Context: an optimization exercise on an open-source flow, tuned for small area and a short achievable clock period. The choices shown serve that exercise and are no tape-out recipe. Only simulation tests tie the RTL to the original design; equivalence was not proved. Power and IR drop assume default switching activity.

garnet:
## lc2k_pipe
module lc2k_pipe (
    input  wire        clk,
    input  wire        rst,             
    output wire [15:0] imem_addr,
    input  wire [31:0] imem_rdata,
    output wire [15:0] dmem_addr,
    output wire [31:0] dmem_wdata,
    output wire        dmem_we,
    input  wire [31:0] dmem_rdata,
    input  wire [2:0]  dbg_sel,
    output wire [31:0] dbg_reg,
    output wire        halted,
    output wire        faulted,
    output wire [1:0]  fault_cause,
    output wire [31:0] fault_value,
    output wire [31:0] fault_instr,
    output wire [31:0] pc,
    output wire [31:0] cnt_cycles,
    output wire [31:0] cnt_fetched,
    output wire [31:0] cnt_retired,
    output wire [31:0] cnt_branches
);
==> flow/config.mk <==
export PLATFORM = sky130hd
export DESIGN_NAME = lc2k_pipe
export DESIGN_NICKNAME = lc2k_pipe
export VERILOG_FILES = /design/flow/design.v
export SDC_FILE = /design/flow/constraint.sdc
export NUM_CORES = 4
export LEC_CHECK = 0
export CAP_MARGIN = 20
export CORE_MARGIN = 2
export CORE_UTILIZATION = 45
export CTS_CLUSTER_DIAMETER = 100
export CTS_CLUSTER_SIZE = 25
export PLACE_DENSITY = 0.6
export SETUP_SLACK_MARGIN = 1.8
export SLEW_MARGIN = 20
==> flow/constraint.sdc <==
create_clock -name core_clock -period 4.5 [get_ports {clk}]
set_input_delay 0.9000 -clock core_clock [delete_from_list [all_inputs] [get_ports {clk}]]
set_output_delay 0.9000 -clock core_clock [all_outputs]
set_load 0.01 [all_outputs]
standard.sh (not shown) runs the stock make flow with config.mk's settings and CLKGATE_MAP_FILE= SYNTH_SCRIPT=/design/flow/synth_recipe.tcl, a recipe that flattens the netlist after the stock synthesis.
==> flow/flow/run.sh <==
#!/bin/bash
# Layout flow: the standard ORFS flow, with every port buffered by the
# smallest buffer (sky130_fd_sc_hd__buf_1) instead of ORFS's default choice.
# The resizer may still upsize these buffers where timing needs it.
set -euo pipefail
export BUFFER_PORTS_ARGS="-buffer_cell sky130_fd_sc_hd__buf_1"
bash standard.sh finish > standard_flow.log 2>&1
garnet: no failed stages, no open violations at the end
Inputs modified between garnet and maple:
# garnet
export LEC_CHECK = 0
export CAP_MARGIN = 20
export CORE_MARGIN = 2
export CORE_UTILIZATION = 45
export CTS_CLUSTER_DIAMETER = 100
export CTS_CLUSTER_SIZE = 25
export PLACE_DENSITY = 0.6
export SETUP_SLACK_MARGIN = 1.8
export SLEW_MARGIN = 20
create_clock -name core_clock -period 4.5 [get_ports {clk}]
# maple
export LEC_CHECK = 0
export CAP_MARGIN = 20
export CORE_MARGIN = 2
export CORE_UTILIZATION = 55
export CTS_CLUSTER_DIAMETER = 100
export CTS_CLUSTER_SIZE = 25
export PLACE_DENSITY = 0.7
export SETUP_SLACK_MARGIN = 1.4
export SLEW_MARGIN = 20
create_clock -name core_clock -period 4.5 [get_ports {clk}]
[summary]
Relative to garnet, fraction of power spent switching nets has gone down in maple. The die of maple is smaller than the one used in garnet. The count of clock-buffer cells in the layout in maple sits 1.8% below the value recorded for garnet. Compared maple vs garnet, and final non-filler cell area is down in maple. When the final numbers for maple and garnet were put side by side, the proportion of power drawn by combinational gates turned out to be smaller in maple. Looking at wire length of the first global-routing pass, maple sits about 7% below garnet. Comparing maple and garnet, the lower number of resized instances in the post-cts repair step is on maple.
Inputs modified between maple and sierra:
# maple
export LEC_CHECK = 0
export CAP_MARGIN = 20
export CORE_MARGIN = 2
export CORE_UTILIZATION = 55
export CTS_CLUSTER_DIAMETER = 100
export CTS_CLUSTER_SIZE = 25
export PLACE_DENSITY = 0.7
export SETUP_SLACK_MARGIN = 1.4
export SLEW_MARGIN = 20
create_clock -name core_clock -period 4.5 [get_ports {clk}]
# sierra
export LEC_CHECK = 0
export CAP_MARGIN = 20
export CORE_MARGIN = 2
export CORE_UTILIZATION = 45
export CTS_CLUSTER_DIAMETER = 100
export CTS_CLUSTER_SIZE = 25
export PLACE_DENSITY = 0.6
export SETUP_SLACK_MARGIN = 1.55
export SLEW_MARGIN = 20
create_clock -name core_clock -period 4.5 [get_ports {clk}]
==> run summary <==
- Looking at number of vias per cell after detailed routing, sierra sits 5.0% below maple.
- Against maple, layout clock buffer count in sierra rose by a few percent.
- sierra against maple: count of cell instances traversed by the critical path up 3; total of plain and repair buffers excluding clock buffers up 28; total die area up about 22%; setup slack after placement up 0.035 ns.
Relative to sierra, the following input files were edited for lagoon:
# sierra
export LEC_CHECK = 0
export CAP_MARGIN = 20
export CORE_MARGIN = 2
export CORE_UTILIZATION = 45
export CTS_CLUSTER_DIAMETER = 100
export CTS_CLUSTER_SIZE = 25
export PLACE_DENSITY = 0.6
export SETUP_SLACK_MARGIN = 1.55
export SLEW_MARGIN = 20
create_clock -name core_clock -period 4.5 [get_ports {clk}]
# lagoon
export LEC_CHECK = 0
export CAP_MARGIN = 20
export CORE_MARGIN = 2
export CORE_UTILIZATION = 65
export CTS_CLUSTER_DIAMETER = 100
export CTS_CLUSTER_SIZE = 25
export PLACE_DENSITY = 0.8
export SETUP_SLACK_MARGIN = 1.45
export SLEW_MARGIN = 20
create_clock -name core_clock -period 4.5 [get_ports {clk}]
### Flow results
lagoon — fraction of power spent switching nets 0.36 points lower, sierra as reference. Between sierra and lagoon, the flow reports non-clock buffer count decreasing by a few percent. sierra → lagoon: instance area at placement went down about 1.1%; clock group share of total power now sits lower; average detailed-routed wire length per instance lost 0.18 um; total power went down. The final cell count reported for lagoon is smaller than that of sierra by 286. Looking at commonest non-fill, non-tap cell in the layout, the a22oi_1 result is from lagoon; the edfxtp_1 one comes from sierra. Looking at total met3 wirelength after detailed routing, lagoon sits about 30% higher than sierra does.
Input changes introduced in yarrow (baseline for comparison: lagoon):
# lagoon
export LEC_CHECK = 0
export CAP_MARGIN = 20
export CORE_MARGIN = 2
export CORE_UTILIZATION = 65
export CTS_CLUSTER_DIAMETER = 100
export CTS_CLUSTER_SIZE = 25
export PLACE_DENSITY = 0.8
export SETUP_SLACK_MARGIN = 1.45
export SLEW_MARGIN = 20
create_clock -name core_clock -period 4.5 [get_ports {clk}]
# yarrow
export LEC_CHECK = 0
export ABC_CLOCK_PERIOD_IN_PS = 3000
export CAP_MARGIN = 20
export CORE_MARGIN = 2
export CORE_UTILIZATION = 45
export CTS_CLUSTER_DIAMETER = 100
export CTS_CLUSTER_SIZE = 25
export PLACE_DENSITY = 0.6
export SETUP_SLACK_MARGIN = 1.4
export SLEW_MARGIN = 20
create_clock -name core_clock -period 4.5 [get_ports {clk}]
==> comparison <==
- Compared with lagoon, yarrow shows relative area change from synthesis to final layout higher by 1.5 points.
- Power: yarrow draws more than lagoon
- The higher sequential portion of the cell area of yarrow and lagoon is in lagoon.
- Note that the global-route wire length before repair recorded for lagoon amounts to 0.936 times the value seen in yarrow.
- [compare] base=lagoon new=yarrow: number of setup buffers added after CTS lost 4; number of vias after detailed routing fell by about 2.1%.
- Changes observed in yarrow relative to lagoon: total power per unit cell area +1.6%; logic depth of the worst path, buffers included -3.
- yarrow ended with less post-detailed-route wirelength per cell than lagoon.
- Placer's final routability congestion estimate shrinks by a few percent when moving from lagoon to yarrow.

[afterwards: timing with drivers on the ports]
No port has a modelled driver above. Below, the same layouts with a new extraction and two added sets of constraints.
Step 1 sets driving cells, clkbuf_16 on the clock port and buf_2 on the other inputs (assumed; they add their load-dependent delay and slew).
Step 2 adds t to the input delays and takes it off the output delays; t is the mean of the earliest and latest rising clock arrival at the registers after step 1. Input paths then give back, and output paths get back, about the clock's delay inside the block.
Three values: ideal, step 1, step 2; two values: the first two.
| run | shift t [ns] | setup slack, ns | worst data-port slew with drivers (ns) | cell pins on the clock port's net |
|---|---|---|---|---|
| garnet | 0.697 | 1.490 / 1.434 / 1.280 | 0.10 | 1 |
| maple | 0.682 | 1.399 / 1.340 / 1.127 | 0.12 | 1 |
| sierra | 0.645 | 1.425 / 1.364 / 1.154 | 0.09 | 1 |
| lagoon | 0.688 | 1.434 / 1.379 / 1.096 | 0.12 | 1 |
| yarrow | 0.653 | 1.385 / 1.317 / 1.059 | 0.12 | 1 |
After both steps setup and hold are still met in every run listed. For lagoon, which loses most, drivers alone change the setup slack by -0.055 ns; drivers and shift together by -0.338 ns.
